Context: an optimization exercise on an open-source flow, tuned for small area, a short achievable clock period and few clock cycles. The choices shown serve that exercise and are no tape-out recipe. Only simulation tests tie the RTL to the original design; equivalence was not proved. Power figures rest on the tool's default switching activity, not on a simulated workload.

==> flow/design.v <==
module lz77_compressor (
    input  wire        clk,
    input  wire        rst,        
    input  wire        wr_en,
    input  wire [6:0]  wr_addr,
    input  wire [7:0]  wr_data,
    input  wire [7:0]  in_len,     
    input  wire [15:0] lz_w,       
    input  wire [7:0]  lz_min,     
    input  wire [7:0]  lz_max,     
    input  wire        start,
    output wire        idle,
    output wire        out_valid,
    input  wire        out_ready,
    output wire [7:0]  out_data,
    output reg         done,
    output reg         err,
    output reg  [2:0]  pad
);
    localparam C = 40;             
    localparam S_IDLE  = 3'd0,
               S_SRCH  = 3'd1,
               S_BUB1  = 3'd3,
               S_BUB2  = 3'd4,
               S_FIN   = 3'd5,
               S_DRAIN = 3'd6;
    reg [2:0]  state;
    reg        idle_r;
    assign idle = idle_r;
    reg [7:0]  mem [0:127];
    reg        we_r;
    reg [6:0]  wa_r;
    reg [7:0]  wd_r;
    always @(posedge clk) begin
        we_r <= wr_en;
        wa_r <= wr_addr;
        wd_r <= wr_data;
        if (we_r)
            mem[wa_r] <= wd_r;
    end
    reg [7:0]  len_r;
    reg [15:0] w_r;
    reg [7:0]  min_r;
    reg [7:0]  max_r;
    reg [7:0]   p;         
    reg [7:0]   r;         
    reg [7:0]   k;         
    reg         k0, k1;    
    reg         kge;       
    reg         atl;       
    reg [6:0]   ra;        
    reg [127:0] alive;
    reg [127:0] eq;        
    reg [7:0]   xr;        
    reg [7:0]   cur;       
    reg [7:0]   litb;      
    reg [7:0]   xi;        
    reg [7:0]   lo;        
    wire [7:0] mrd  = mem[ra];
    wire [7:0] mrd0 = (we_r && wa_r == 7'd0) ? wd_r : mem[0];
    wire [7:0] mrd1 = (we_r && wa_r == 7'd1) ? wd_r : mem[1];
    wire        hold_cmp;
    wire [7:0]  csel = hold_cmp ? xr : cur;
    wire [127:0] eq_new;
    genvar gj;
    generate
        for (gj = 0; gj < 128; gj = gj + 1) begin : g_cmp
            assign eq_new[gj] = (mem[gj] == csel);
        end
    endgenerate
    wire [127:0] initv;
    generate
        for (gj = 0; gj < 128; gj = gj + 1) begin : g_init
            assign initv[gj] = (gj < xi) && (gj >= lo);
        end
    endgenerate
    function [7:0] lofn;
        input [7:0]  x;
        input [15:0] w;
        begin
            lofn = (w >= {8'd0, x}) ? 8'd0 : x - w[7:0];
        end
    endfunction
    wire [7:0]  r1   = r + 8'd1;
    wire [7:0]  r2   = r + 8'd2;
    wire [7:0]  lo0  = lofn(r,  w_r);
    wire [7:0]  lo1  = lofn(r1, w_r);
    wire [7:0]  lo2  = lofn(r2, w_r);
    wire [6:0] hi_idx;
    lz_hi128 u_hi (.v(alive), .idx(hi_idx));
    wire         in_srch = (state == S_SRCH);
    reg          bad;      
    wire [127:0] mv      = alive & eq;
    wire         any_a   = |alive;
    wire         any_m   = |mv;
    wire         tend    = atl || !any_m;
    wire         ismatch = kge && (!k1 || any_a);
    wire         fin     = kge ? (r == len_r) : (p + 8'd1 == len_r);
    wire         merge   = kge || k1;
    wire         restart = !merge && !k0;
    wire [7:0]   kp1     = k + 8'd1;
    wire         atl_c   = (r1 == len_r) || (kp1 == max_r);
    wire         atl_m   = (r1 == len_r) || (max_r == 8'd1);
    wire         kge_c   = (kp1 >= min_r);
    wire         kge_m   = (min_r <= 8'd1);
    reg        t1_v;
    reg        t1_m;
    reg [7:0]  t1_len;
    reg [7:0]  t1_lit;
    reg [6:0]  t1_r;
    reg [6:0]  t1_j;
    reg        tok_v;
    reg        tok_m;
    reg [7:0]  tok_len;
    reg [6:0]  tok_off;
    reg [7:0]  tok_lit;
    reg [C-1:0] acc;       
    reg [5:0]   cnt;
    reg [3:0]   hdr_i;     
    reg         active;    
    reg [7:0]   obuf, sbuf;
    reg         ov, sv;
    assign out_valid = ov;
    assign out_data  = obuf;
    wire        opop = ov && out_ready;
    reg [7:0] hdr_byte;
    always @(*) begin
        case (hdr_i[2:0])
            3'd3:    hdr_byte = len_r;
            3'd4:    hdr_byte = w_r[15:8];
            3'd5:    hdr_byte = w_r[7:0];
            3'd6:    hdr_byte = min_r;
            3'd7:    hdr_byte = max_r;
            default: hdr_byte = 8'd0;
        endcase
    end
    wire        hdr_pend = !hdr_i[3];
    wire        src_ok   = active && !bad && (hdr_pend || cnt >= 6'd8 || tok_take);
    wire        feed     = src_ok && !sv;
    wire [7:0]  src_byte = hdr_pend ? hdr_byte : acc_ins[C-1:C-8];
    wire        acc_pop  = feed && !hdr_pend;
    wire [5:0]  tok_n    = tok_m ? 6'd25 : 6'd9;
    wire        tok_full = tok_v && (tok_m ? (cnt > C - 25) : (cnt > C - 9));
    wire        tok_take = tok_v && !tok_full && active;
    wire [24:0] tok_bits = tok_m ? {1'b1, 9'd0, tok_off, tok_len}
                                 : {1'b0, tok_lit, 16'd0};
    wire [C-1:0] tok_al  = {tok_bits, {(C-25){1'b0}}};
    wire [C-1:0] acc_ins = acc | (tok_take ? (tok_al >> cnt) : {C{1'b0}});
    wire [5:0]   cnt_ins = cnt + (tok_take ? tok_n : 6'd0);
    wire [C-1:0] acc_nx  = acc_pop ? {acc_ins[C-9:0], 8'd0} : acc_ins;
    wire [5:0]   cnt_t   = tok_m ? cnt + 6'd25 : cnt + 6'd9;
    wire [5:0]   cnt_tp  = tok_m ? cnt + 6'd17 : cnt + 6'd1;
    wire [5:0]   cnt_p   = cnt - 6'd8;
    wire [5:0]   cnt_nx  = tok_take ? (acc_pop ? cnt_tp : cnt_t)
                                    : (acc_pop ? cnt_p  : cnt);
    wire         t1_mv   = t1_v && (!tok_v || tok_take);    
    wire        drain_end = (state == S_DRAIN) && cnt == 6'd0 && !hdr_pend && !sv
                            && (!ov || out_ready);
    wire        stall = t1_v && !t1_mv;
    assign      hold_cmp = in_srch && stall;
    wire        go    = in_srch && !bad;
    wire        adv   = go && !stall;             
    wire        tok_w = adv && tend;              
    always @(posedge clk) begin
        if (rst) begin
            state  <= S_IDLE;
            idle_r <= 1'b1;
            done   <= 1'b0;
            err    <= 1'b0;
            pad    <= 3'd0;
            tok_v  <= 1'b0;
            t1_v   <= 1'b0;
            cnt    <= 6'd0;
            hdr_i  <= 4'd8;
            active <= 1'b0;
            ov     <= 1'b0;
            sv     <= 1'b0;
        end else begin
            done <= 1'b0;
            if (!ov) begin
                if (feed) ov <= 1'b1;
            end else if (!sv) begin
                if (opop && !feed) ov <= 1'b0;
                else if (!opop && feed) sv <= 1'b1;
            end else if (opop) begin
                sv <= 1'b0;
            end
            if (feed && hdr_pend)
                hdr_i <= hdr_i + 4'd1;
            if (active)
                cnt <= cnt_nx;
            if (tok_w)
                t1_v <= 1'b1;
            else if (t1_mv)
                t1_v <= 1'b0;
            if (t1_mv)
                tok_v <= 1'b1;
            else if (tok_take)
                tok_v <= 1'b0;
            if ((in_srch || state == S_FIN) && bad) begin
                done   <= 1'b1;
                err    <= 1'b1;
                pad    <= 3'd0;
                active <= 1'b0;
                idle_r <= 1'b1;
                state  <= S_IDLE;
            end else case (state)
                S_IDLE: begin
                    cnt <= 6'd0;
                    if (start) begin
                        hdr_i  <= 4'd0;
                        active <= 1'b1;
                        idle_r <= 1'b0;
                        state  <= (in_len == 8'd0) ? S_FIN : S_SRCH;
                    end
                end
                S_SRCH: begin
                    if (tok_w) begin
                        if (fin)
                            state <= S_FIN;
                        else if (restart)
                            state <= S_BUB1;
                    end
                end
                S_BUB1: state <= S_BUB2;
                S_BUB2: state <= S_SRCH;
                S_FIN: begin
                    if (!t1_v && (!tok_v || tok_take)) begin
                        pad   <= 3'd0 - cnt_ins[2:0];
                        cnt   <= (cnt_nx + 6'd7) & 6'b111000;
                        state <= S_DRAIN;
                    end
                end
                default: begin  
                    if (drain_end) begin
                        done   <= 1'b1;
                        err    <= 1'b0;
                        active <= 1'b0;
                        idle_r <= 1'b1;
                        state  <= S_IDLE;
                    end
                end
            endcase
        end
    end
    always @(posedge clk) begin
        if (!ov || (!sv && opop)) begin
            if (feed) obuf <= src_byte;
        end else if (!sv) begin
            if (feed) sbuf <= src_byte;
        end else if (opop) begin
            obuf <= sbuf;
        end
        acc <= acc_nx;
        eq  <= eq_new;
        if (tok_w) begin
            t1_m   <= ismatch;
            t1_len <= k;
            t1_lit <= litb;
            t1_r   <= r[6:0];
            t1_j   <= hi_idx;
        end
        if (t1_mv) begin
            tok_m   <= t1_m;
            tok_len <= t1_len;
            tok_off <= t1_r - t1_j;
            tok_lit <= t1_lit;
        end
        case (state)
            S_IDLE: begin
                len_r <= in_len;
                w_r   <= lz_w;
                min_r <= lz_min;
                max_r <= lz_max;
                bad   <= (lz_min > lz_max);
                cur   <= mrd1;
                litb  <= mrd0;
                ra    <= 7'd2;
                p     <= 8'd0;
                r     <= 8'd0;
                k     <= 8'd0;
                k0    <= 1'b1;
                k1    <= 1'b0;
                kge   <= 1'b0;
                atl   <= 1'b0;
                xi    <= 8'd1;
                lo    <= 8'd0;
                alive <= 128'd0;
                acc   <= {C{1'b0}};
            end
            S_SRCH: if (adv) begin
                xr  <= cur;
                cur <= mrd;
                ra  <= ra + 7'd1;
                if (!tend) begin
                    r     <= r1;
                    alive <= {mv[126:0], 1'b0};
                    k     <= kp1;
                    k0    <= 1'b0;
                    k1    <= k0;
                    kge   <= kge_c;
                    atl   <= atl_c;
                    xi    <= r1;
                    lo    <= lo1;
                end else if (merge) begin
                    r     <= r1;
                    p     <= r;
                    alive <= {initv[126:0] & eq[126:0], 1'b0};
                    litb  <= xr;
                    k     <= 8'd1;
                    k0    <= 1'b0;
                    k1    <= 1'b1;
                    kge   <= kge_m;
                    atl   <= atl_m;
                    xi    <= r1;
                    lo    <= lo1;
                end else if (k0) begin
                    r     <= r1;
                    p     <= r1;
                    alive <= initv;
                    litb  <= cur;
                    k     <= 8'd0;
                    k0    <= 1'b1;
                    k1    <= 1'b0;
                    kge   <= 1'b0;
                    atl   <= 1'b0;
                    xi    <= r2;
                    lo    <= lo2;
                end else begin
                    p  <= p + 8'd1;
                    r  <= p + 8'd1;
                    ra <= p[6:0] + 7'd1;
                end
            end
            S_BUB1: begin
                cur <= mrd;
                ra  <= ra + 7'd1;
                xi  <= r;
                lo  <= lo0;
            end
            S_BUB2: begin
                xr    <= cur;
                cur   <= mrd;
                ra    <= ra + 7'd1;
                alive <= initv;
                litb  <= cur;
                k     <= 8'd0;
                k0    <= 1'b1;
                k1    <= 1'b0;
                kge   <= 1'b0;
                atl   <= 1'b0;
                xi    <= r1;
                lo    <= lo1;
            end
            default: ;
        endcase
    end
endmodule
module lz_hi128 (
    input  wire [127:0] v,
    output wire [6:0]   idx
);
    wire [127:0] a0 = v;
    wire [63:0]  a1;  wire [63:0]  i1;
    wire [31:0]  a2;  wire [63:0]  i2;
    wire [15:0]  a3;  wire [47:0]  i3;
    wire [7:0]   a4;  wire [31:0]  i4;
    wire [3:0]   a5;  wire [19:0]  i5;
    wire [1:0]   a6;  wire [11:0]  i6;
    genvar g;
    generate
        for (g = 0; g < 64; g = g + 1) begin : l1
            assign a1[g] = a0[2*g+1] | a0[2*g];
            assign i1[g] = a0[2*g+1];
        end
        for (g = 0; g < 32; g = g + 1) begin : l2
            assign a2[g] = a1[2*g+1] | a1[2*g];
            assign i2[2*g+1:2*g] = a1[2*g+1] ? {1'b1, i1[2*g+1]} : {1'b0, i1[2*g]};
        end
        for (g = 0; g < 16; g = g + 1) begin : l3
            assign a3[g] = a2[2*g+1] | a2[2*g];
            assign i3[3*g+2:3*g] = a2[2*g+1] ? {1'b1, i2[4*g+3:4*g+2]} : {1'b0, i2[4*g+1:4*g]};
        end
        for (g = 0; g < 8; g = g + 1) begin : l4
            assign a4[g] = a3[2*g+1] | a3[2*g];
            assign i4[4*g+3:4*g] = a3[2*g+1] ? {1'b1, i3[6*g+5:6*g+3]} : {1'b0, i3[6*g+2:6*g]};
        end
        for (g = 0; g < 4; g = g + 1) begin : l5
            assign a5[g] = a4[2*g+1] | a4[2*g];
            assign i5[5*g+4:5*g] = a4[2*g+1] ? {1'b1, i4[8*g+7:8*g+4]} : {1'b0, i4[8*g+3:8*g]};
        end
        for (g = 0; g < 2; g = g + 1) begin : l6
            assign a6[g] = a5[2*g+1] | a5[2*g];
            assign i6[6*g+5:6*g] = a5[2*g+1] ? {1'b1, i5[10*g+9:10*g+5]} : {1'b0, i5[10*g+4:10*g]};
        end
    endgenerate
    assign idx = a6[1] ? {1'b1, i6[11:6]} : {1'b0, i6[5:0]};
endmodule
==> flow/flow/run.sh <==
#!/bin/bash
# The standard layout, with timing repair aimed at a 3.5 ns period
# (setup margin 6.5 ns against the 10 ns clock). make's output goes to
# flow_make.log here; each tool's own log is under orfs/logs/.
set -euo pipefail
bash standard.sh SETUP_SLACK_MARGIN=6.5 finish > flow_make.log 2>&1
==> flow/standard.sh <==
#!/bin/bash
# synth_recipe.tcl (not shown) runs the flow's synth.tcl, then flattens the netlist and writes it again
# the make line also repeats each setting of config.mk as NAME=value (left out here)
make -C /OpenROAD-flow-scripts/flow DESIGN_CONFIG=/design/flow/config.mk WORK_HOME=/design/flow/orfs CLKGATE_MAP_FILE= SYNTH_SCRIPT=/design/flow/synth_recipe.tcl "${@:-finish}"
==> flow/config.mk <==
export PLATFORM = sky130hd
export DESIGN_NAME = lz77_compressor
export DESIGN_NICKNAME = lz77_compressor
export VERILOG_FILES = /design/flow/design.v
export SDC_FILE = /design/flow/constraint.sdc
export NUM_CORES = 4
export LEC_CHECK = 0
export CAP_MARGIN = 30
export CORE_MARGIN = 2
export CORE_UTILIZATION = 55
export CTS_CLUSTER_DIAMETER = 80
export CTS_CLUSTER_SIZE = 20
export SLEW_MARGIN = 20
==> flow/constraint.sdc <==
create_clock -name core_clock -period 10.0 [get_ports {clk}]
set_input_delay 2.0000 -clock core_clock [delete_from_list [all_inputs] [get_ports {clk}]]
set_output_delay 2.0000 -clock core_clock [all_outputs]
set_load 0.01 [all_outputs]
==> results of run 1 <==
==> worst min path at each step <==
stage	end	from	depth (start not counted)	slack [ps]
after floorplan	t1_lit[0]	litb[0]	0	400
after global placement	t1_lit[3]	litb[3]	0	400
after detailed placement	tok_lit[4]	t1_lit[4]	0	400
after CTS	tok_lit[4]	t1_lit[4]	0	420
after global routing	tok_len[5]	t1_len[5]	0	430
final	tok_lit[4]	t1_lit[4]	0	420
==> kinds of logic after synthesis <==
| family | count (synthesis) | synth area share |
|---|---|---|
| XOR/XNOR | 1112 | 0.122 |
| buffers and inverters | 518 | 0.0300 |
| adder cells (fa/ha/maj) | 87 | 0.0139 |
| flip-flops | 1554 | 0.554 |
| AO/OA/AOI/OAI | 992 | 0.0843 |
| multiplexers | 437 | 0.106 |
| AND/OR/NAND/NOR | 1520 | 0.0905 |
==> worst max-delay path: cells and delay by family (launching register included) <==
family / cells / cell delay (ps)
and+or+nand+nor: 3 / 1030
DFF: 1 / 540
AOI/OAI and AO/OA: 4 / 1550
buffers and inverters: 2 / 340
==> per-stage QoR <==
stage | cells | cell area (sq um) | total power (W) | setup WS (ps)
5_1_grt | 8207 | 88100 | 0.0185 | 6390
3_5_place_dp | 7905 | 82600 | 0.0129 | 4860
4_1_cts | 8165 | 87400 | 0.0177 | 6400
6_report | 8210 | 88200 | 0.0181 | 6340
3_3_place_gp | 7897 | 82500 | 0.0129 | 5070
2_1_floorplan | 6220 | 80400 | 0.0112 | 6280
==> state kept, by name (all words and copies together) (netlist names), 16 cells and up, named ones only <==
name   flops
acc       40
alive    128
eq       128
mem     1024
w_r       16
==> metal layers <==
layer / up-vias / routed length [um]
li1: 23544 / -
met1: 28859 / 115000
met2: 3912 / 128000
met3: 721 / 36200
met4: 4 / 17400
met5: - / 27
==> where the power goes <==
| part | internal, W | switching [W] |
|---|---|---|
| registers | 0.00736 | 0.000467 |
| logic | 0.00208 | 0.00377 |
| clock network | 0.00206 | 0.00237 |
| total | 0.0115 | 0.00660 |
==> layout make-up <==
class	count	area, sq um	area share
clock inverter	35	477	0.00541
inverter	119	469	0.00532
antenna	3	7.51	0.0000852
sequential	1554	44600	0.506
tap	1917	2400	0.0272
timing repair inverter	1	5.00	0.0000568
clock buffer	148	2730	0.0310
timing repair buffer	284	3450	0.0392
multi-input combinational	4149	34000	0.386
==> what timing repair did <==
item / 4_1_cts / 5_1_grt
setup endpoints to repair: 596 / 306
hold buffers: 0 / 0
gates resized for setup: 135 / 50
buffers inserted: 61 / 25
gates cloned: 16 / 12
pin swaps: 11 / 6
==> Yosys cell counts, types with 12 or more instances <==
cell type     n
mux2_2       52
nand4_1     274
nand3_1      87
a22o_1       53
edfxtp_1   1339
o22ai_1      88
a31oi_1      16
o221ai_1     43
mux4_2      326
dfxtp_1     215
clkbuf_1    189
or3_1        15
a32o_1       25
a21o_1       28
mux2i_1      59
nand2b_1     39
o31ai_1      27
o21bai_1     12
a21oi_1     219
o21ai_0     169
a221oi_1     58
nor3_1      116
a211oi_1     56
nor2_1      549
nand2_1     273
o211ai_1     45
buf_4        80
xor2_1     1056
or2_2        16
buf_1        24
nor4_1       36
ha_1         83
and3_1       22
a22oi_1      34
inv_1       113
buf_2       100
and2_1       18
xnor2_1      54
nor2b_1      36
==> placed cells by master (no fill, tap or decap), drive strengths merged, types with 83 or more instances in the layout <==
cell and count:
buf 188, nor3 119, ha 83, nand4 274, nand3 87, dfxtp 215
nor2 551, edfxtp 1339, nand2 274, a21oi 221, mux4 326, inv 131
clkbuf 160, o22ai 88, o21ai 173, xor2 1056
==> summary.md, run 1 <==
| Metric | Value |
|---|---|
| Status | `finished clean` |
| Crit-path max FO | `8` |
| R2R Path Start | `eq[32]` |
| Starting DRT DRC Count | `between 8000 and 9000` |
| Synth top area cells | `edfxtp_1, xor2_1, mux4_2` |
| Final hold vios | `0` |
| Slew Viols, Final | `0` |
| Drt drc | `0` |
| Max transition margin | `0.261` |
| Largest net degree at the start of global routing | `89` |
| Critical Path RT | `10580 ps` |
| Final setup viols | `0` |
| Worst-Skew Late Latency | `770 ps` |
| Mapped Cells | `6220` |
| Global route overflow | `0` |
| Vias/cell | `6.95` |
| Inserted Clock Buffers | `between 90 and 100` |
| Row count | `between 100 and 150` |
| Final core utilization | `0.606` |
| CP max stage delay | `700 ps` |
| Total Nets Final | `6354` |
| Dominant synthesized flop cell | `edfxtp_1` |
| Actual slew at the worst max-slew pin | `1100 ps` |
| Syn avg cell area | `12.9 sq um` |
| Critical Path Sink Type | `register` |
| M1 GR Usage | `0.534` |
| Die X | `386 um` |
| Syn_nets | `6367` |
| Mapped cell area | `0.0804 sq mm` |
| Drt wl/cell | `36.2 um` |
| 1st-pass router iterations | `7` |
| First-pass GRT wire length | `~410000 um` |
| R2R Setup Slk | `6340 ps` |
| Die area | `0.149 sq mm` |
| Static leakage | `approximately 30 nW` |
| Initial cell density of the core | `0.553` |
| DRT antenna net count | `0` |
| Critical-path top delay cell | `o211ai_1` |
| Vias in the first global route | `53643` |
| CTS clk-pin slew, worst paths | `90 ps` |
| TritonCTS clock tree | `built` |
| GRT Max-Usage Layer | `met2` |
| WS Path Type | `register to register` |
| CTS Sinks | `1554` |
| Worst Path Arrival | `4240 ps` |
| Number of flops mapped to enable cells by yosys | `around 1300` |
| Post-synth ARST share | `0` |
| Hold_ws | `between 400 and 500 ps` |
| Gr usage total | `0.384` |
| Max frequency | `273 MHz` |
| CP Launch Type | `register` |
| #FFs+latches synth | `approximately 1600` |
| Yosys top cell area share | `0.500` |
| Initial antenna violation count | `8` |
| Die Span Y | `386 um` |
| RSZ-0062 raised after global routing | `true` |
| Core ar. | `0.145 sq mm` |
| Ratio of cells with drive above 1 in the final layout | `0.137` |
| Buffers added on ports | `74` |
| Fraction of the yosys area taken by sequential cells | `0.554` |
| Fillers | `11465` |
| Clk root buf | `clkbuf_16` |
| Hold Crit Class | `register to register` |
| Max-cap viol count | `0` |
| P&R area growth vs syn | `9.67%` |
| GP Congestion | `roughly 1.1` |
| DP HPWL | `193000 um` |
| Post-route minimum period | `around 3700 ps` |
| Post-route setup TNS | `0 ps` |
| Crit. Startpoint | `eq[32]` |
| GR met3 Demand/Resource | `0.104` |
| Yosys cell types | `93` |
| H-tree levels | `3` |
| R2R depth | `9` |
| Clock Skews | `43.6 ps` |
| Pwr dens | `205 mW/mm^2` |
| Routed wire length | `297000 um` |
| GR Util met2 | `0.563` |
| Cells along the critical path | `a221oi_2 -> nand4_1 -> or4_4 -> o21ba_4 -> buf_12 -> nor3_4 -> buf_6 -> a22oi_1 -> o211ai_1` |
| Vias | `57040` |
| Number of synthesis warnings | `1` |
| Clock Path Buffers | `3` |
| Yosys top cell by area | `edfxtp_1` |
| Final Cycle Share | `0.366` |
| IO Count | `75` |
| Peak VDD IR | `174 uV` |
Testbench counts, summed over its fixed seeds: cycles 22,611.
==> inputs of run 2 (changes only) <==
--- a/flow/design.v
+++ b/flow/design.v
@@ -105,15 +105,13 @@
     wire         kge_m   = (min_r <= 8'd1);
     reg        t1_v;
     reg        t1_m;
-    reg [7:0]  t1_len;
-    reg [7:0]  t1_lit;
+    reg [7:0]  t1_d;       
     reg [6:0]  t1_r;
     reg [6:0]  t1_j;
     reg        tok_v;
     reg        tok_m;
-    reg [7:0]  tok_len;
+    reg [7:0]  tok_d;
     reg [6:0]  tok_off;
-    reg [7:0]  tok_lit;
     reg [C-1:0] acc;       
     reg [5:0]   cnt;
     reg [3:0]   hdr_i;     
@@ -142,8 +140,8 @@
     wire [5:0]  tok_n    = tok_m ? 6'd25 : 6'd9;
     wire        tok_full = tok_v && (tok_m ? (cnt > C - 25) : (cnt > C - 9));
     wire        tok_take = tok_v && !tok_full && active;
-    wire [24:0] tok_bits = tok_m ? {1'b1, 9'd0, tok_off, tok_len}
-                                 : {1'b0, tok_lit, 16'd0};
+    wire [24:0] tok_bits = tok_m ? {1'b1, 9'd0, tok_off, tok_d}
+                                 : {1'b0, tok_d, 16'd0};
     wire [C-1:0] tok_al  = {tok_bits, {(C-25){1'b0}}};
     wire [C-1:0] acc_ins = acc | (tok_take ? (tok_al >> cnt) : {C{1'b0}});
     wire [5:0]   cnt_ins = cnt + (tok_take ? tok_n : 6'd0);
@@ -255,16 +253,14 @@
         eq  <= eq_new;
         if (tok_w) begin
             t1_m   <= ismatch;
-            t1_len <= k;
-            t1_lit <= litb;
+            t1_d   <= ismatch ? k : litb;
             t1_r   <= r[6:0];
             t1_j   <= hi_idx;
         end
         if (t1_mv) begin
             tok_m   <= t1_m;
-            tok_len <= t1_len;
+            tok_d   <= t1_d;
             tok_off <= t1_r - t1_j;
-            tok_lit <= t1_lit;
         end
         case (state)
             S_IDLE: begin
==> summary.md, run 2 <==
| Metric | Value |
|---|---|
| Status | `finished clean (unchanged)` |
| Cells along the critical path | `nor2_1 -> nand4_1 -> nor2_2 -> nand4_2 -> nor3_4 -> buf_4 -> nand4_2 -> o31ai_4 -> buf_12 -> mux2_4 (was a221oi_2 -> nand4_1 -> or4_4 -> o21ba_4 -> buf_12 -> nor3_4 -> buf_6 -> a22oi_1 -> o211ai_1)` |
| Number of synthesis warnings | `1 (unchanged)` |
| Max frequency | `281 MHz (was 273 MHz)` |
| DP HPWL | `198000 um (was 193000 um)` |
| Crit-path max FO | `9 (was 8)` |
| IO Count | `75 (unchanged)` |
| Final setup viols | `0 (unchanged)` |
| Vias in the first global route | `53402 (was 53643)` |
| RSZ-0062 raised after global routing | `true (unchanged)` |
| Placed insts | `7865 (was 7905)` |
| Total Nets Final | `6316 (was 6354)` |
| Number of flops mapped to enable cells by yosys | `1323 (was 1339)` |
| Final hold vios | `0 (unchanged)` |
| Critical Path RT | `10500 ps (was 10580 ps)` |
| Pwr dens | `288 mW/mm^2 (was 205 mW/mm^2)` |
| Largest reg by FF count | `mem (unchanged)` |
| First-pass GRT wire length | `412000 um (was 406000 um)` |
| CP max stage delay | `490 ps (was 700 ps)` |
| Dpl ws | `4560 ps (was 4860 ps)` |
| Yosys top cell by area | `edfxtp_1 (unchanged)` |
| Clock Skews | `48.5 ps (was 43.6 ps)` |
| Largest regs | `mem (1024), alive (128), eq (128) (unchanged)` |
| Worst path bufs/invs | `2 (unchanged)` |
| R2R Path Start | `alive[84] (was eq[32])` |
| CP delay by family, top | `simple AND/OR/NAND/NOR gates (was compound AO/OA/AOI/OAI gates)` |
| Gr usage total | `0.394 (was 0.384)` |
| Slew Viols, Final | `0 (unchanged)` |
| Reg2Reg Capture Point | `t1_d[5]` |
| Max transition margin | `0.235 (was 0.261)` |
| Crit. Startpoint | `alive[84] (was eq[32])` |
| Fraction of the yosys area taken by sequential cells | `0.551 (was 0.554)` |
| Buffers added on ports | `74 (unchanged)` |
| Crit path setup slack, layout | `6440 ps (was 6340 ps)` |
| Most frequent cells in the layout | `edfxtp_1, xor2_1, nor2_1, mux4_2, nand2_1 (was edfxtp_1, xor2_1, nor2_1, mux4_2, nand4_1)` |
| Global route overflow | `0 (unchanged)` |
| Post-route minimum period | `3560 ps (was 3660 ps)` |
| Die Span Y | `385 um (was 386 um)` |
| Drt drc | `0 (unchanged)` |
| Crit path top cell by count | `nand4_2` |
| Mapped cell area | `0.0800 sq mm (was 0.0804 sq mm)` |
| Largest net degree at the start of global routing | `77 (was 89)` |
| Clock Path Buffers | `3 (unchanged)` |
| Ratio of cells with drive above 1 in the final layout | `0.141 (was 0.137)` |
| Yosys cell types | `90 (was 93)` |
| Yosys top cell area share | `0.497 (was 0.500)` |
| Static leakage | `30.4 nW (was 29.7 nW)` |
| Actual slew at the worst max-slew pin | `1130 ps (was 1100 ps)` |
| Initial cell density of the core | `0.555 (was 0.553)` |
| Largest family of logic cells by synthesized area | `XOR/XNOR gates (unchanged)` |
| Post-synth ARST share | `0 (unchanged)` |
| GP Congestion | `1.09 (was 1.08)` |
| Non-Filler Instances | `8163 (was 8210)` |
| CTS Sinks | `1538 (was 1554)` |
| Critical Path Sink Type | `register (unchanged)` |
| Cts hold-fix bufs | `0 (unchanged)` |
| Syn_nets | `6338 (was 6367)` |
| H-tree levels | `3 (unchanged)` |
| Max reg flops | `1024 (unchanged)` |
| Post-synthesis mux area share | `0.119 (was 0.106)` |
| Starting DRT DRC Count | `8034 (was 8433)` |
| Worst Path Arrival | `4070 ps (was 4240 ps)` |
| Die X | `385 um (was 386 um)` |
| Vias | `56236 (was 57040)` |
| DRT antenna net count | `0 (unchanged)` |
| WS Path Type | `register to register (unchanged)` |
| Drt wl/cell | `36.4 um (was 36.2 um)` |
| #FFs+latches synth | `1538 (was 1554)` |
| Inserted Clock Buffers | `96 (was 98)` |
| 1st-pass router iterations | `6 (was 7)` |
| Worst-Skew Late Latency | `770 ps (about the same)` |
| Synth Area in Compound Gates | `0.0759 (was 0.0843)` |
| R2R Setup Slk | `6440 ps (was 6340 ps)` |
| Die area | `0.148 sq mm (was 0.149 sq mm)` |
| R2R depth | `10 (was 9)` |
| Max-cap viol count | `0 (unchanged)` |
| Hold Crit Class | `register to register (unchanged)` |
| Critical Path Stages | `10 (was 9)` |
| CP Launch Type | `register (unchanged)` |
| Top-count cell post-synth | `edfxtp_1 (unchanged)` |
| Post-route setup TNS | `0 ps (unchanged)` |
| Commonest non-fill, non-tap cell in the layout | `edfxtp_1 (unchanged)` |
| Post-Synth Simple-Gate Area | `0.0902 (was 0.0905)` |
| Clk root buf | `clkbuf_16 (unchanged)` |
| Peak VDD IR | `221 uV (was 174 uV)` |
| Row count | `139 (was 140)` |
| Critical-path top delay cell | `edfxtp_1 (was o211ai_1)` |
| Post-synthesis xor/xnor area fraction | `0.122 (about the same)` |
| Final Cycle Share | `0.356 (was 0.366)` |
| Synth top area cells | `edfxtp_1, xor2_1, mux4_2 (unchanged)` |
| CTS clk-pin slew, worst paths | `100 ps (was 90 ps)` |
| Adder-cell share of the synthesized area | `0.0140 (was 0.0139)` |
| Core ar. | `0.144 sq mm (was 0.145 sq mm)` |
| Mapped Cells | `6191 (was 6220)` |
| Dominant synthesized flop cell | `edfxtp_1 (unchanged)` |
| Leading cell types by count after synthesis | `edfxtp_1, xor2_1, nor2_1 (unchanged)` |
| Worst Setup EP | `t1_d[5]` |
| Initial antenna violation count | `41 (was 8)` |
| Routed wire length | `297000 um (about the same)` |
| Design Power | `0.0253 W (was 0.0181 W)` |
| P&R area growth vs syn | `9.87% (was 9.67%)` |
| Syn avg cell area | `12.9 sq um (about the same)` |
| TritonCTS clock tree | `built (unchanged)` |
| Vias/cell | `6.89 (was 6.95)` |
==> run 2: changes by cell type in the layout (fill, tap and decap cells not counted), sizes merged, moves of 24 or more <==
| cell | previous run | this run |
|---|---|---|
| a21oi | 221 | 135 |
| nor3 | 119 | 50 |
| nand3 | 87 | 61 |
| nor2 | 551 | 652 |
| mux2i | 59 | 145 |
| nand2 | 274 | 298 |
| o22ai | 88 | 125 |
==> run 2: routing by layer <==
layer,track usage,part of all wire,vias up
met5,0,0.00083,-
met4,0.167,0.052,38
met3,0.101,0.12,644
met2,0.580,0.44,3723
met1,0.557,0.39,28559
li1,-,-,23272
==> run 2: cells by family after synthesis <==
family          after synthesis
buf+inv                     518
fa+ha+maj                    87
xor+xnor                   1111
simple gates               1536
compound gates              880
flops                      1538
mux                         521
==> run 2: final cells by class <==
type	instances	area, sq um
Sequential cell	1538	44100
Timing Repair Buffer	274	3500
Inverter	123	472
Clock buffer	141	2650
Antenna cell	14	35.0
Clock inverter	34	442
Fill cell	11265	56200
Tap cell	1903	2380
Multi-Input combinational cell	4136	34300
==> run 2: metrics by stage <==
stage / hold slack (ps) / area, sq um / utilization
floorplan: 400 / 80000 / -
global placement: 407 / 82300 / 0.571
detailed placement: 406 / 82400 / 0.572
CTS: 413 / 87400 / 0.607
global route: 410 / 87800 / 0.610
finish: 416 / 87800 / 0.610
==> run 2: how the worst min path moves through the flow <==
stage / start / endpoint / slack [ps] / cells after the start
3_5_place_dp: t1_d[0] / tok_d[0] / 410 / 0
4_1_cts: t1_d[0] / tok_d[0] / 410 / 0
5_1_grt: t1_d[0] / tok_d[0] / 410 / 0
3_3_place_gp: t1_d[0] / tok_d[0] / 410 / 0
6_report: t1_d[0] / tok_d[0] / 420 / 0
2_1_floorplan: t1_d[0] / tok_d[0] / 400 / 0
==> run 2: where the power goes <==
group	switching, W	internal, W
Sequential	0.000907	0.00777
Combinational	0.00797	0.00430
Clock	0.00234	0.00197
Total	0.0112	0.0140
==> run 2: what timing repair did <==
item / CTS / global route
gates cloned: 26 / 3
buffers inserted: 55 / 21
pin swaps: 12 / 5
setup endpoints to repair: 514 / 231
endpoints found under the hold margin: 0 / 0
resized for setup: 162 / 42
==> run 2: worst reg2reg max path: cells and delay by family (launching register included) <==
family                 cells  cell delay, ps
AO/OA/AOI/OAI              1             280
buffers and inverters      2             370
flip-flops                 1             490
multiplexers               1             340
AND/OR/NAND/NOR            6            1830
Testbench counts of run 2, summed over its fixed seeds: cycles 22,611.
==> inputs of run 3 (changes only) <==
--- a/flow/design.v
+++ b/flow/design.v
@@ -116,11 +116,11 @@
     reg [5:0]   cnt;
     reg [3:0]   hdr_i;     
     reg         active;    
-    reg [7:0]   obuf, sbuf;
-    reg         ov, sv;
+    reg [7:0]   obuf;
+    reg         ov;
     assign out_valid = ov;
     assign out_data  = obuf;
-    wire        opop = ov && out_ready;
+    wire        oroom = !ov || out_ready;
     reg [7:0] hdr_byte;
     always @(*) begin
         case (hdr_i[2:0])
@@ -134,7 +134,7 @@
     end
     wire        hdr_pend = !hdr_i[3];
     wire        src_ok   = active && !bad && (hdr_pend || cnt >= 6'd8 || tok_take);
-    wire        feed     = src_ok && !sv;
+    wire        feed     = src_ok && oroom;
     wire [7:0]  src_byte = hdr_pend ? hdr_byte : acc_ins[C-1:C-8];
     wire        acc_pop  = feed && !hdr_pend;
     wire [5:0]  tok_n    = tok_m ? 6'd25 : 6'd9;
@@ -152,8 +152,7 @@
     wire [5:0]   cnt_nx  = tok_take ? (acc_pop ? cnt_tp : cnt_t)
                                     : (acc_pop ? cnt_p  : cnt);
     wire         t1_mv   = t1_v && (!tok_v || tok_take);    
-    wire        drain_end = (state == S_DRAIN) && cnt == 6'd0 && !hdr_pend && !sv
-                            && (!ov || out_ready);
+    wire        drain_end = (state == S_DRAIN) && cnt == 6'd0 && !hdr_pend && oroom;
     wire        stall = t1_v && !t1_mv;
     assign      hold_cmp = in_srch && stall;
     wire        go    = in_srch && !bad;
@@ -172,17 +171,9 @@
             hdr_i  <= 4'd8;
             active <= 1'b0;
             ov     <= 1'b0;
-            sv     <= 1'b0;
         end else begin
             done <= 1'b0;
-            if (!ov) begin
-                if (feed) ov <= 1'b1;
-            end else if (!sv) begin
-                if (opop && !feed) ov <= 1'b0;
-                else if (!opop && feed) sv <= 1'b1;
-            end else if (opop) begin
-                sv <= 1'b0;
-            end
+            ov <= feed || (ov && !out_ready);
             if (feed && hdr_pend)
                 hdr_i <= hdr_i + 4'd1;
             if (active)
@@ -242,13 +233,8 @@
         end
     end
     always @(posedge clk) begin
-        if (!ov || (!sv && opop)) begin
-            if (feed) obuf <= src_byte;
-        end else if (!sv) begin
-            if (feed) sbuf <= src_byte;
-        end else if (opop) begin
-            obuf <= sbuf;
-        end
+        if (feed)
+            obuf <= src_byte;
         acc <= acc_nx;
         eq  <= eq_new;
         if (tok_w) begin
==> summary.md, run 3 <==
| Metric | Value |
|---|---|
| Max reg flops | `1024 (unchanged)` |
| Design Power | `0.0249 W (was 0.0253 W)` |
| Peak VDD IR | `205 uV (was 221 uV)` |
| WHS Path Cells | `0 (unchanged)` |
| Number of flops mapped to enable cells by yosys | `1315 (was 1323)` |
| Initial cell density of the core | `0.553 (was 0.555)` |
| Reg area | `0.0438 sq mm (was 0.0441 sq mm)` |
| Commonest non-fill, non-tap cell in the layout | `edfxtp_1 (unchanged)` |
| Crit path setup slack, layout | `6430 ps (was 6440 ps)` |
| Vias | `57895 (was 56236)` |
| Mapped Cells | `6178 (was 6191)` |
| GP Congestion | `1.11 (was 1.09)` |
| R2R depth | `8 (was 10)` |
| RSZ-0062 raised after global routing | `true (unchanged)` |
| Final Cycle Share | `0.357 (was 0.356)` |
| Hold Crit Class | `register to register (unchanged)` |
| Vias in the first global route | `53962 (was 53402)` |
| Top-count cell post-synth | `edfxtp_1 (unchanged)` |
| R2R Path Start | `alive[52] (was alive[84])` |
| Row count | `139 (unchanged)` |
| CTS Sinks | `1529 (was 1538)` |
| Synth top area cells | `edfxtp_1, xor2_1, mux4_2 (unchanged)` |
| R2R Setup Slk | `6430 ps (was 6440 ps)` |
| Crit-path max FO | `5 (was 9)` |
| Worst Path Arrival | `4000 ps (was 4070 ps)` |
| Largest net degree at the start of global routing | `87 (was 77)` |
| Initial antenna violation count | `13 (was 41)` |
| Gr usage total | `0.399 (was 0.394)` |
| Most frequent cells in the layout | `edfxtp_1, xor2_1, nor2_1, mux4_2, nand2_1 (unchanged)` |
| Yosys top cell area share | `0.499 (was 0.497)` |
| Yosys cell types | `87 (was 90)` |
| Drt drc | `0 (unchanged)` |
| Vias/cell | `7.07 (was 6.89)` |
| Crit path top cell by count | `a31oi_1 (was nand4_2)` |
| Crit. Startpoint | `alive[52] (was alive[84])` |
| Critical Path Stages | `8 (was 10)` |
| Die area | `0.147 sq mm (was 0.148 sq mm)` |
| Actual slew at the worst max-slew pin | `1060 ps (was 1130 ps)` |
| Max frequency | `280 MHz (was 281 MHz)` |
| Post-route setup TNS | `0 ps (unchanged)` |
| Worst path bufs/invs | `0 (was 2)` |
| Leading cell types by count after synthesis | `edfxtp_1, xor2_1, nor2_1 (unchanged)` |
| WS Path Type | `register to register (unchanged)` |
| Largest reg by FF count | `mem (unchanged)` |
| #FFs+latches synth | `1529 (was 1538)` |
| 1st-pass router iterations | `8 (was 6)` |
| Pwr dens | `284 mW/mm^2 (was 288 mW/mm^2)` |
| Global route overflow | `0 (unchanged)` |
| CTS clk-pin slew, worst paths | `90 ps (was 100 ps)` |
| Syn avg cell area | `12.8 sq um (was 12.9 sq um)` |
| Worst Setup EP | `t1_j[2] (was t1_d[5])` |
| Clock Skews | `71.4 ps (was 48.5 ps)` |
| Critical-path top delay cell | `o211ai_1 (was edfxtp_1)` |
| First-pass GRT wire length | `415000 um (was 412000 um)` |
| Reg2Reg Capture Point | `t1_j[2] (was t1_d[5])` |
| Critical Path Sink Type | `register (unchanged)` |
| Ratio of cells with drive above 1 in the final layout | `0.141 (about the same)` |
| Yosys top cell by area | `edfxtp_1 (unchanged)` |
| Total Nets Final | `6343 (was 6316)` |
| Number of synthesis warnings | `1 (unchanged)` |
| Starting DRT DRC Count | `9000 (was 8034)` |
| Slew Viols, Final | `0 (unchanged)` |
| DP HPWL | `199000 um (was 198000 um)` |
| CP Launch Type | `register (unchanged)` |
| Final hold vios | `0 (unchanged)` |
| CP delay by family, top | `compound AO/OA/AOI/OAI gates (was simple AND/OR/NAND/NOR gates)` |
| Buffers added on ports | `74 (unchanged)` |
| Die Span Y | `383 um (was 385 um)` |
| Critical Path RT | `10420 ps (was 10500 ps)` |
| Final setup viols | `0 (unchanged)` |
| Worst-Skew Late Latency | `790 ps (was 770 ps)` |
| Inserted Clock Buffers | `99 (was 96)` |
| Largest regs | `mem (1024), alive (128), eq (128) (unchanged)` |
| Fraction of the yosys area taken by sequential cells | `0.553 (was 0.551)` |
| Post-synth ARST share | `0 (unchanged)` |
| Post-route minimum period | `3570 ps (was 3560 ps)` |
| Syn_nets | `6325 (was 6338)` |
| TritonCTS clock tree | `built (unchanged)` |
| Clock Path Buffers | `3 (unchanged)` |
| DRT antenna net count | `0 (unchanged)` |
| Core ar. | `0.143 sq mm (was 0.144 sq mm)` |
| Status | `finished clean (unchanged)` |
| Dominant synthesized flop cell | `edfxtp_1 (unchanged)` |
| Max-cap viol count | `0 (unchanged)` |
| Static leakage | `29.9 nW (was 30.4 nW)` |
| Routed wire length | `306000 um (was 297000 um)` |
| Fillers | `11258 (was 11265)` |
| Clk root buf | `clkbuf_16 (unchanged)` |
| CP max stage delay | `650 ps (was 490 ps)` |
| Cts hold-fix bufs | `0 (unchanged)` |
| Area of the multi-input gates | `0.0340 sq mm (was 0.0343 sq mm)` |
| P&R area growth vs syn | `10.7% (was 9.87%)` |
| Cells along the critical path | `nor4_1 -> and3_1 -> nand3_1 -> a31oi_1 -> nor3b_1 -> a31oi_1 -> a21oi_1 -> o211ai_1 (was nor2_1 -> nand4_1 -> nor2_2 -> nand4_2 -> nor3_4 -> buf_4 -> nand4_2 -> o31ai_4 -> buf_12 -> mux2_4)` |
| Max transition margin | `0.286 (was 0.235)` |
| Drt wl/cell | `37.3 um (was 36.4 um)` |
| H-tree levels | `3 (unchanged)` |
| Die X | `383 um (was 385 um)` |
| Dpl ws | `4810 ps (was 4560 ps)` |
| Mapped cell area | `0.0791 sq mm (was 0.0800 sq mm)` |
| IO Count | `75 (unchanged)` |
## run 3: cell types whose count changed in the layout (fill, tap and decap cells not counted), sizes merged, moves of 35 or more
cell	previous run	this run
a32o	7	47
nand3	61	98
mux2i	145	62
nor3	50	85
a21oi	135	242
nor2	652	511
o22ai	125	66
## run 3: power by group
part	leakage, nW	switching, W	internal (W)	total (W)
Clock	1.60	0.00237	0.00212	0.00449
Combinational	14.3	0.00777	0.00417	0.0119
Sequential	14.0	0.000889	0.00755	0.00844
## run 3: cell families after synthesis
kind of cell	share of synthesized area
AO/OA/AOI/OAI	0.0867
flip-flops	0.553
multiplexers	0.106
AND/OR/NAND/NOR	0.0902
buffers and inverters	0.0263
XOR/XNOR	0.123
adder cells (fa/ha/maj)	0.0141
## run 3: area by class of cell
class,instances,share of cell area
timing repair inverter,2,0.000186
inverter,123,0.00552
antenna,4,0.000114
clock inverter,38,0.00600
timing repair buffer,294,0.0405
multi-input combinational,4147,0.388
tap,1903,0.0272
clock buffer,148,0.0320
sequential,1529,0.501
## run 3: how the worst min path moves through the flow
stage	from	end	slack, ps
final	t1_d[4]	tok_d[4]	430
after global routing	t1_d[5]	tok_d[5]	440
after CTS	t1_d[5]	tok_d[5]	430
after detailed placement	t1_d[5]	tok_d[5]	410
after global placement	t1_m	tok_m	400
after floorplan	t1_d[0]	tok_d[0]	400
## run 3: layer usage
metal,track usage,wire (um),vias to the layer above
li1,-,-,23481
met1,0.577,119000,29265
met2,0.580,131000,4336
met3,0.0840,37600,803
met4,0.179,17800,10
met5,0,59,-
## run 3: stage by stage
step                cells   util  hold WS, ps  area, sq um
floorplan            6178      -          400        79200
global placement     7872  0.571          402        81800
detailed placement   7875  0.572          408        81800
CTS                  8141  0.606          427        86700
global route         8185  0.612          441        87500
finish               8188  0.612          425        87500
## run 3: repair_timing
action	CTS	global route
resized for setup	131	67
endpoints found under the setup margin	543	373
gates cloned	21	19
setup buffers	59	23
pin swaps	14	13
Testbench counts of run 3, summed over its fixed seeds: cycles 22,611.
==> inputs of run 4 (changes only) <==
--- a/flow/config.mk
+++ b/flow/config.mk
@@ -7,7 +7,7 @@
 export LEC_CHECK = 0
 export CAP_MARGIN = 30
 export CORE_MARGIN = 2
-export CORE_UTILIZATION = 55
+export CORE_UTILIZATION = 65
 export CTS_CLUSTER_DIAMETER = 80
 export CTS_CLUSTER_SIZE = 20
 export SLEW_MARGIN = 20
==> summary.md, run 4 <==
| Metric | Value |
|---|---|
| Final setup viols | `0 (unchanged)` |
| Row count | `127 (was 139)` |
| Mapped cell area | `0.0791 sq mm (unchanged)` |
| RSZ-0062 raised after global routing | `true (unchanged)` |
| Vias in the first global route | `55363 (was 53962)` |
| Peak VDD IR | `210 uV (was 205 uV)` |
| Critical Path RT | `10520 ps (was 10420 ps)` |
| Syn avg cell area | `12.8 sq um (unchanged)` |
| Yosys cell types | `87 (unchanged)` |
| Gr usage total | `0.458 (was 0.399)` |
| P&R area growth vs syn | `9.73% (was 10.7%)` |
| TritonCTS clock tree | `built (unchanged)` |
| First-pass GRT wire length | `408000 um (was 415000 um)` |
| Number of synthesis warnings | `1 (unchanged)` |
| GRT Max-Usage Layer | `met2 (unchanged)` |
| 1st-pass router iterations | `7 (was 8)` |
| Hold_ws | `430 ps (was 425 ps)` |
| Yosys top cell area share | `0.499 (unchanged)` |
| Final Cycle Share | `0.386 (was 0.357)` |
| DP HPWL | `192000 um (was 199000 um)` |
| Post-synth ARST share | `0 (unchanged)` |
| CP Launch Type | `register (unchanged)` |
| GR met3 Demand/Resource | `0.150 (was 0.0840)` |
| Slew Viols, Final | `0 (unchanged)` |
| Critical-path top delay cell | `o32ai_1 (was o211ai_1)` |
| GP Congestion | `1.14 (was 1.11)` |
| CP delay by family, top | `simple AND/OR/NAND/NOR gates (was compound AO/OA/AOI/OAI gates)` |
| Buffers added on ports | `74 (unchanged)` |
| Crit-path max FO | `15 (was 5)` |
| Post-route setup TNS | `0 ps (unchanged)` |
| Pwr dens | `282 mW/mm^2 (was 284 mW/mm^2)` |
| Drt drc | `0 (unchanged)` |
| Top-count cell post-synth | `edfxtp_1 (unchanged)` |
| Global route overflow | `0 (unchanged)` |
| Dominant synthesized flop cell | `edfxtp_1 (unchanged)` |
| Max-cap viol count | `0 (unchanged)` |
| Critical Path Sink Type | `register (unchanged)` |
| Inserted Clock Buffers | `92 (was 99)` |
| Fraction of the yosys area taken by sequential cells | `0.553 (unchanged)` |
| #FFs+latches synth | `1529 (unchanged)` |
| Vias/cell | `7.46 (was 7.07)` |
| Static leakage | `29.7 nW (was 29.9 nW)` |
| WS Path Type | `register to register (unchanged)` |
| Fillers | `7898 (was 11258)` |
| Max frequency | `259 MHz (was 280 MHz)` |
| M1 GR Usage | `0.620 (was 0.577)` |
| Commonest non-fill, non-tap cell in the layout | `edfxtp_1 (unchanged)` |
| Die X | `353 um (was 383 um)` |
| Vias | `58813 (was 57895)` |
| Die area | `0.125 sq mm (was 0.147 sq mm)` |
| Final core utilization | `0.722 (was 0.612)` |
| Worst path bufs/invs | `0 (unchanged)` |
| Worst Path Arrival | `4380 ps (was 4000 ps)` |
| Cells along the critical path | `nand2_1 -> or3_1 -> o32ai_1 -> nor2_1 -> mux2_4 -> a32o_2 (was nor4_1 -> and3_1 -> nand3_1 -> a31oi_1 -> nor3b_1 -> a31oi_1 -> a21oi_1 -> o211ai_1)` |
| Drt wl/cell | `37.3 um (about the same)` |
| Placement Cell Area | `0.0814 sq mm (was 0.0818 sq mm)` |
| Mapped Cells | `6178 (unchanged)` |
| CTS clk-pin slew, worst paths | `90 ps (about the same)` |
| GR Util met2 | `0.660 (was 0.580)` |
| Syn_nets | `6325 (unchanged)` |
| Synth top area cells | `edfxtp_1, xor2_1, mux4_2 (unchanged)` |
| Final Instance Area | `0.0868 sq mm (was 0.0875 sq mm)` |
| Yosys top cell by area | `edfxtp_1 (unchanged)` |
| Largest net degree at the start of global routing | `103 (was 87)` |
| Cts hold-fix bufs | `0 (unchanged)` |
| Initial antenna violation count | `11 (was 13)` |
| Die Span Y | `353 um (was 383 um)` |
| Routed wire length | `294000 um (was 306000 um)` |
| Clock Path Buffers | `3 (unchanged)` |
| Number of flops mapped to enable cells by yosys | `1315 (unchanged)` |
| IO Count | `75 (unchanged)` |
| CTS Sinks | `1529 (unchanged)` |
| Post-route minimum period | `3860 ps (was 3570 ps)` |
| Clk root buf | `clkbuf_16 (unchanged)` |
| Core ar. | `0.120 sq mm (was 0.143 sq mm)` |
| Largest regs | `mem (1024), alive (128), eq (128) (unchanged)` |
| Final hold vios | `0 (unchanged)` |
| DRT antenna net count | `0 (unchanged)` |
| CP max stage delay | `960 ps (was 650 ps)` |
| Largest reg by FF count | `mem (unchanged)` |
| Worst-Skew Late Latency | `770 ps (was 790 ps)` |
| Max transition margin | `0.202 (was 0.286)` |
| Ratio of cells with drive above 1 in the final layout | `0.135 (was 0.141)` |
| Starting DRT DRC Count | `10383 (was 9000)` |
| Max reg flops | `1024 (unchanged)` |
| Total Nets Final | `6338 (was 6343)` |
| Initial cell density of the core | `0.658 (was 0.553)` |
| Status | `finished clean (unchanged)` |
| H-tree levels | `3 (unchanged)` |
| Hold Crit Class | `register to register (unchanged)` |
| Most frequent cells in the layout | `edfxtp_1, xor2_1, nor2_1, mux4_2, nand2_1 (unchanged)` |
| Leading cell types by count after synthesis | `edfxtp_1, xor2_1, nor2_1 (unchanged)` |
| Clock Skews | `31.9 ps (was 71.4 ps)` |
| Actual slew at the worst max-slew pin | `1180 ps (was 1060 ps)` |
[run 4: per-stage QoR]
step | worst slack [ps] | instances | power (W)
2_1_floorplan | 5770 | 6178 | 0.0148
3_3_place_gp | 4820 | 7572 | 0.0183
3_5_place_dp | 4770 | 7578 | 0.0184
4_1_cts | 6430 | 7824 | 0.0233
5_1_grt | 6420 | 7879 | 0.0248
6_report | 6140 | 7883 | 0.0245
[run 4: logic make-up after synthesis]
| group | count (synthesis) | synth area share |
|---|---|---|
| flip-flops | 1529 | 0.553 |
| AND/OR/NAND/NOR | 1499 | 0.0902 |
| XOR/XNOR | 1110 | 0.123 |
| AO/OA/AOI/OAI | 1009 | 0.0867 |
| buffers and inverters | 507 | 0.0263 |
| multiplexers | 437 | 0.106 |
| adder cells (fa/ha/maj) | 87 | 0.0141 |
[run 4: metal layers]
| layer | up-vias | share of wire |
|---|---|---|
| li1 | 23463 | - |
| met1 | 29040 | 0.35 |
| met2 | 5239 | 0.42 |
| met3 | 1061 | 0.15 |
| met4 | 10 | 0.073 |
| met5 | - | 0.00024 |
[run 4: repair_timing]
action / CTS / global route
setup buffers: 55 / 39
endpoints found under the hold margin: 0 / 0
gates resized for setup: 146 / 65
pin swaps: 19 / 8
endpoints found under the setup margin: 561 / 364
gates cloned: 21 / 14
[run 4: area by class of cell]
class | count | area [sq um] | share of cell area
Antenna cell | 4 | 10.0 | 0.000115
Clock buffer | 149 | 2550 | 0.0293
Clock inverter | 21 | 338 | 0.00389
Inverter | 123 | 494 | 0.00569
Multi-Input combinational cell | 4146 | 34000 | 0.391
Sequential cell | 1529 | 43800 | 0.505
Tap cell | 1612 | 2020 | 0.0232
Timing Repair Buffer | 296 | 3600 | 0.0414
Timing Repair inverter | 3 | 21.3 | 0.000245
[run 4: worst paths after layout]
check	slack (ps)	to	cells past startpoint	from
worst max-delay path	6140	alive[114]	6	xi[5]
worst min-delay path	430	tok_d[6]	0	t1_d[6]
worst max register to register	6140	alive[114]	6	xi[5]
worst min register to register	430	tok_d[6]	0	t1_d[6]
[run 4: power by group]
group | total, W | leakage (nW) | switching [W] | internal [W]
clock | 0.00409 | 1.37 | 0.00225 | 0.00183
combinational | 0.0119 | 14.3 | 0.00774 | 0.00419
sequential | 0.00847 | 14.0 | 0.000921 | 0.00755
total | 0.0245 | 29.7 | 0.0109 | 0.0136
[run 4: worst register-to-register path: cells and delay by family (launching register included)]
kind / cells / cell delay (ps)
simple gates: 3 / 1290
compound gates: 2 / 1220
mux: 1 / 330
flops: 1 / 800
==> inputs of run 5 (changes only) <==
--- a/flow/config.mk
+++ b/flow/config.mk
@@ -7,7 +7,7 @@
 export LEC_CHECK = 0
 export CAP_MARGIN = 30
 export CORE_MARGIN = 2
-export CORE_UTILIZATION = 65
+export CORE_UTILIZATION = 60
 export CTS_CLUSTER_DIAMETER = 80
 export CTS_CLUSTER_SIZE = 20
 export SLEW_MARGIN = 20
==> summary.md, run 5 <==
| Metric | Value |
|---|---|
| #FFs+latches synth | `1529 (unchanged)` |
| Max frequency | `269 MHz (was 259 MHz)` |
| Mapped Cells | `6178 (unchanged)` |
| 1st-pass router iterations | `7 (unchanged)` |
| Syn_nets | `6325 (unchanged)` |
| Critical Path RT | `10610 ps (was 10520 ps)` |
| Ratio of cells with drive above 1 in the final layout | `0.134 (was 0.135)` |
| Sw Pwr | `0.0108 W (was 0.0109 W)` |
| Mapped cell area | `0.0791 sq mm (unchanged)` |
| Largest regs | `mem (1024), alive (128), eq (128) (unchanged)` |
| Row count | `133 (was 127)` |
| Internal power | `0.0136 W (about the same)` |
| Leading cell types by count after synthesis | `edfxtp_1, xor2_1, nor2_1 (unchanged)` |
| CTS clk-pin slew, worst paths | `80 ps (was 90 ps)` |
| Post-route minimum period | `3720 ps (was 3860 ps)` |
| Vias in the first global route | `54140 (was 55363)` |
| Number of synthesis warnings | `1 (unchanged)` |
| Global route overflow | `0 (unchanged)` |
| Final setup viols | `0 (unchanged)` |
| Dominant synthesized flop cell | `edfxtp_1 (unchanged)` |
| Non-Filler Instances | `8014 (was 7883)` |
| Yosys top cell area share | `0.499 (unchanged)` |
| Most frequent cells in the layout | `edfxtp_1, xor2_1, nor2_1, mux4_2, nand2_1 (unchanged)` |
| Crit path setup slack, layout | `6280 ps (was 6140 ps)` |
| Pwr dens | `282 mW/mm^2 (about the same)` |
| WS Path Type | `register to register (unchanged)` |
| Die X | `367 um (was 353 um)` |
| P&R area growth vs syn | `9.73% (about the same)` |
| Worst-Skew Late Latency | `770 ps (about the same)` |
| Yosys cell types | `87 (unchanged)` |
| Clock power share | `0.175 (was 0.167)` |
| First-pass GRT wire length | `407000 um (was 408000 um)` |
| Core ar. | `0.131 sq mm (was 0.120 sq mm)` |
| Synth top area cells | `edfxtp_1, xor2_1, mux4_2 (unchanged)` |
| Gr usage total | `0.425 (was 0.458)` |
| Post-route setup TNS | `0 ps (unchanged)` |
| Fraction of the yosys area taken by sequential cells | `0.553 (unchanged)` |
| Syn avg cell area | `12.8 sq um (unchanged)` |
| Commonest non-fill, non-tap cell in the layout | `edfxtp_1 (unchanged)` |
| Top-count cell post-synth | `edfxtp_1 (unchanged)` |
| Sw Share | `0.444 (was 0.446)` |
| Max-cap viol count | `0 (unchanged)` |
| Static leakage | `29.6 nW (was 29.7 nW)` |
| Inserted Clock Buffers | `95 (was 92)` |
| Dpl ws | `4810 ps (was 4770 ps)` |
| Critical Path Sink Type | `register (unchanged)` |
| Post-synth ARST share | `0 (unchanged)` |
| Drt drc | `0 (unchanged)` |
| Clock Path Buffers | `3 (unchanged)` |
| CP Launch Type | `register (unchanged)` |
| Slew Viols, Final | `0 (unchanged)` |
| Yosys top cell by area | `edfxtp_1 (unchanged)` |
| IO Count | `75 (unchanged)` |
| Die Span Y | `367 um (was 353 um)` |
| Routed wire length | `295000 um (was 294000 um)` |
| Number of flops mapped to enable cells by yosys | `1315 (unchanged)` |
| Max transition margin | `0.101 (was 0.202)` |
| Clock Skews | `59.6 ps (was 31.9 ps)` |
| Crit-path max FO | `18 (was 15)` |
| GP Congestion | `1.10 (was 1.14)` |
| DRT antenna net count | `0 (unchanged)` |
| Largest net degree at the start of global routing | `88 (was 103)` |
| TritonCTS clock tree | `built (unchanged)` |
| Buffers added on ports | `74 (unchanged)` |
| DP HPWL | `193000 um (was 192000 um)` |
| Initial cell density of the core | `0.603 (was 0.658)` |
| Peak VDD IR | `219 uV (was 210 uV)` |
| H-tree levels | `3 (unchanged)` |
| Total Nets Final | `6322 (was 6338)` |
| Actual slew at the worst max-slew pin | `1340 ps (was 1180 ps)` |
| Initial antenna violation count | `11 (unchanged)` |
| Die area | `0.135 sq mm (was 0.125 sq mm)` |
| Logic pwr share | `0.480 (was 0.487)` |
| Final hold vios | `0 (unchanged)` |
| Vias/cell | `7.22 (was 7.46)` |
| Status | `finished clean (unchanged)` |
| Placed insts | `7723 (was 7578)` |
| Sequential Power Share | `0.345 (was 0.346)` |
| Final Cycle Share | `0.372 (was 0.386)` |
| Worst Path Arrival | `4330 ps (was 4380 ps)` |
| Clk root buf | `clkbuf_16 (unchanged)` |
| Cts hold-fix bufs | `0 (unchanged)` |
| Largest reg by FF count | `mem (unchanged)` |
| RSZ-0062 raised after global routing | `true (unchanged)` |
| Drt wl/cell | `36.8 um (was 37.3 um)` |
| Hold Crit Class | `register to register (unchanged)` |
| CTS Sinks | `1529 (unchanged)` |
| Max reg flops | `1024 (unchanged)` |
| Vias | `57843 (was 58813)` |
| Starting DRT DRC Count | `10167 (was 10383)` |
-- run 5: timing repair --
action | 4_1_cts | 5_1_grt
setup endpoints to repair | 537 | 387
gates resized for setup | 108 | 63
buffers inserted | 44 | 35
cloned | 19 | 10
pin swaps | 14 | 14
-- run 5: worst paths after layout --
path,from,end,slack [ps],cells after the start
max reg2reg,lo[7],alive[46],6280,6
max,lo[7],alive[46],6280,6
min,t1_d[5],tok_d[5],420,0
min reg2reg,t1_d[5],tok_d[5],420,0
-- run 5: cell type report --
cell class	count	area (sq um)
Antenna cell	7	17.5
Clock buffer	150	2650
Clock inverter	24	400
Fill cell	9775	44300
Inverter	123	480
Multi-Input combinational cell	4145	33900
Sequential cell	1529	43800
Tap cell	1755	2200
Timing Repair Buffer	279	3350
Timing Repair inverter	2	16.3
-- run 5: critical path: stages, from the launching register on --
cell      delay [ps]
edfxtp_1         730
or2_2            670
nor3b_1          480
a21oi_1          130
a211oi_1        1090
mux2_2           330
a32o_1           160
-- run 5: cells by family (layout without fill, tap and decap cells) --
family                   after synthesis  in the layout  share of synthesized area
flip-flops                          1529           1529                      0.553
AND/OR/NAND/NOR                     1499           1500                     0.0902
XOR/XNOR                            1110           1110                      0.123
AO/OA/AOI/OAI                       1009           1011                     0.0867
buffers and inverters                507            578                     0.0263
multiplexers                         437            437                      0.106
adder cells (fa/ha/maj)               87             87                     0.0141
other                                  0              7                          0
-- run 5: through the flow --
stage,power [W],instance area [sq um],utilization,hold slack (ps)
2_1_floorplan,0.0148,79200,-,400
3_3_place_gp,0.0184,81500,0.622,406
3_5_place_dp,0.0184,81600,0.622,405
4_1_cts,0.0235,86000,0.656,424
5_1_grt,0.0249,86800,0.662,431
6_report,0.0244,86800,0.662,424
-- run 5: power groups by stage --
stage	registers, W	clock network [W]	logic [W]
4_1_cts	0.00840	0.00425	0.0108
3_3_place_gp	0.00865	0	0.00971
2_1_floorplan	0.00804	0	0.00673
3_5_place_dp	0.00864	0	0.00980
5_1_grt	0.00844	0.00447	0.0120
6_report	0.00844	0.00427	0.0117
-- run 5: metal layers --
layer | wire length (um) | up-vias | GRT usage | part of all wire
li1 | - | 23390 | - | -
met2 | 125000 | 4664 | 0.609 | 0.42
met4 | 18300 | 6 | 0.206 | 0.062
met1 | 109000 | 28927 | 0.597 | 0.37
met5 | 33 | - | 0 | 0.00011
met3 | 42300 | 856 | 0.122 | 0.14
==> inputs of run 6 (changes only) <==
--- a/flow/config.mk
+++ b/flow/config.mk
@@ -7,7 +7,7 @@
 export LEC_CHECK = 0
 export CAP_MARGIN = 30
 export CORE_MARGIN = 2
-export CORE_UTILIZATION = 60
+export CORE_UTILIZATION = 55
 export CTS_CLUSTER_DIAMETER = 80
-export CTS_CLUSTER_SIZE = 20
+export CTS_CLUSTER_SIZE = 25
 export SLEW_MARGIN = 20
==> summary.md, run 6 <==
| Metric | Value |
|---|---|
| Die area | `0.147 sq mm (was 0.135 sq mm)` |
| Post-route minimum period | `3580 ps (was 3720 ps)` |
| Drt wl/cell | `37.0 um (was 36.8 um)` |
| Final hold vios | `0 (unchanged)` |
| Clock Skews | `48.5 ps (was 59.6 ps)` |
| Post-synth ARST share | `0 (unchanged)` |
| WS Path Type | `register to register (unchanged)` |
| Largest reg by FF count | `mem (unchanged)` |
| Fraction of the yosys area taken by sequential cells | `0.553 (unchanged)` |
| Crit-path max FO | `15 (was 18)` |
| Slew Viols, Final | `0 (unchanged)` |
| Vias/cell | `7.03 (was 7.22)` |
| Critical Path Sink Type | `register (unchanged)` |
| Final Instance Area | `0.0873 sq mm (was 0.0868 sq mm)` |
| Final core utilization | `0.610 (was 0.662)` |
| Reg area | `0.0438 sq mm (about the same)` |
| Synth top area cells | `edfxtp_1, xor2_1, mux4_2 (unchanged)` |
| Max frequency | `280 MHz (was 269 MHz)` |
| Worst Path Arrival | `4050 ps (was 4330 ps)` |
| Clock Path Buffers | `3 (unchanged)` |
| Final setup viols | `0 (unchanged)` |
| Largest net degree at the start of global routing | `87 (was 88)` |
| Mapped Cells | `6178 (unchanged)` |
| Routed wire length | `302000 um (was 295000 um)` |
| DP HPWL | `199000 um (was 193000 um)` |
| R2R Setup Slk | `6420 ps (was 6280 ps)` |
| Largest regs | `mem (1024), alive (128), eq (128) (unchanged)` |
| Crit path top cell by count | `nor2_1` |
| Inserted Clock Buffers | `93 (was 95)` |
| Critical-path top delay cell | `or3_1 (was a211oi_1)` |
| Max transition margin | `0.270 (was 0.101)` |
| Starting DRT DRC Count | `9118 (was 10167)` |
| CP Launch Type | `register (unchanged)` |
| Worst-Skew Late Latency | `780 ps (was 770 ps)` |
| Most frequent cells in the layout | `edfxtp_1, xor2_1, nor2_1, mux4_2, nand2_1 (unchanged)` |
| Status | `finished clean (unchanged)` |
| Initial antenna violation count | `14 (was 11)` |
| IO Count | `75 (unchanged)` |
| TritonCTS clock tree | `built (unchanged)` |
| Placement Cell Area | `0.0818 sq mm (was 0.0816 sq mm)` |
| Max reg flops | `1024 (unchanged)` |
| Vias | `57387 (was 57843)` |
| #FFs+latches synth | `1529 (unchanged)` |
| DR WL met3 | `37500 um (was 42300 um)` |
| Top-count cell post-synth | `edfxtp_1 (unchanged)` |
| Total Nets Final | `6328 (was 6322)` |
| Global route overflow | `0 (unchanged)` |
| Die X | `383 um (was 367 um)` |
| Yosys cell types | `87 (unchanged)` |
| Metal-1 WL | `118000 um (was 109000 um)` |
| Initial cell density of the core | `0.553 (was 0.603)` |
| GP Congestion | `1.11 (was 1.10)` |
| Pwr dens | `283 mW/mm^2 (was 282 mW/mm^2)` |
| P&R area growth vs syn | `10.4% (was 9.73%)` |
| Buffers added on ports | `74 (unchanged)` |
| Mapped cell area | `0.0791 sq mm (unchanged)` |
| CP max stage delay | `700 ps (was 1090 ps)` |
| Yosys top cell by area | `edfxtp_1 (unchanged)` |
| Die Span Y | `383 um (was 367 um)` |
| First-pass GRT wire length | `414000 um (was 407000 um)` |
| Dominant synthesized flop cell | `edfxtp_1 (unchanged)` |
| Number of flops mapped to enable cells by yosys | `1315 (unchanged)` |
| Static leakage | `29.8 nW (was 29.6 nW)` |
| Post-route setup TNS | `0 ps (unchanged)` |
| Cells along the critical path | `or3_1 -> nor2_1 -> nor2_1 -> o211ai_1 -> nor3_1 -> a21oi_1 -> o22ai_1 (was or2_2 -> nor3b_1 -> a21oi_1 -> a211oi_1 -> mux2_2 -> a32o_1)` |
| Leading cell types by count after synthesis | `edfxtp_1, xor2_1, nor2_1 (unchanged)` |
| DRT antenna net count | `0 (unchanged)` |
| Drt drc | `0 (unchanged)` |
| Core ar. | `0.143 sq mm (was 0.131 sq mm)` |
| Worst path bufs/invs | `0 (unchanged)` |
| H-tree levels | `3 (unchanged)` |
-- run 6: cell counts after synthesis --
Identical to the previous run, type by type.
-- run 6: timing repair --
item	in CTS	in global routing
cloned	20	15
endpoints found under the setup margin	542	383
setup buffers	59	19
resized for setup	131	61
pin swaps	15	17
-- run 6: through the flow --
| step | instances | hold slack (ps) | total power (W) |
|---|---|---|---|
| finish | 8167 | 432 | 0.0247 |
| global route | 8162 | 450 | 0.0253 |
| CTS | 8125 | 436 | 0.0238 |
| detailed placement | 7875 | 408 | 0.0185 |
| global placement | 7872 | 402 | 0.0185 |
| floorplan | 6178 | 400 | 0.0148 |
-- run 6: final cells by class --
class / count / area share
multi-input combinational: 4148 / 0.389
antenna: 7 / 0.000201
clock buffer: 112 / 0.0279
clock inverter: 59 / 0.00950
inverter: 123 / 0.00553
tap: 1903 / 0.0273
timing repair inverter: 1 / 0.000100
sequential: 1529 / 0.502
timing repair buffer: 285 / 0.0386
-- run 6: worst reg2reg max path, delay by kind of cell (launching register included) --
family	cells	cell delay, ps
AOI/OAI and AO/OA	3	930
DFF	1	690
and+or+nand+nor	4	1720
-- run 6: final timing paths --
check               start        end  depth (start not counted)
setup / recovery    xi[5]  alive[18]                          7
hold / removal    t1_d[7]   tok_d[7]                          0
setup reg to reg    xi[5]  alive[18]                          7
hold reg to reg   t1_d[7]   tok_d[7]                          0
-- run 6: power breakdown --
group	internal [W]	switching, W
combinational	0.00410	0.00767
sequential	0.00755	0.000884
clock	0.00199	0.00249
total	0.0136	0.0110
-- run 6: per-layer routing --
metal  up-vias  GRT usage
met3       723     0.0818
li1      23433          -
met1     29005      0.574
met5         -          0
met4         6      0.179
met2      4220      0.580
-- run 6: cells by family after synthesis --
logic type	share of synthesized area
AOI/OAI and AO/OA	0.0867
xor gates and xnor gates	0.123
adders and majority gates	0.0141
buffers and inverters	0.0263
DFF	0.553
muxes	0.106
and+or+nand+nor	0.0902

afterwards: timing with drivers on the ports:
The results above use ideal ports. As a check the final layouts listed here were re-extracted and re-timed, cells and wires unchanged.
Step 1: set_driving_cell puts a clkbuf_16 on clk and a buf_2 on each other input, an assumption about the parent block.
Step 2, shift: input delay + t, output delay - t, t = (earliest + latest rising clock arrival at the registers) / 2. This alone moves slack from input paths to output paths.
Slacks: ideal ports / drivers / drivers and shift; pairs: ideal ports / drivers.
| run | t (ns) | setup slack, ns |
|---|---|---|
| run 1 | 0.832 | 6.343 / 6.343 / 5.887 |
| run 2 | 0.827 | 6.437 / 6.437 / 5.800 |
| run 3 | 0.842 | 6.425 / 6.425 / 5.772 |
| run 4 | 0.833 | 6.141 / 6.141 / 5.696 |
| run 5 | 0.824 | 6.281 / 6.281 / 5.788 |
| run 6 | 0.836 | 6.422 / 6.422 / 5.739 |
After both steps setup and hold are still met in every run listed.
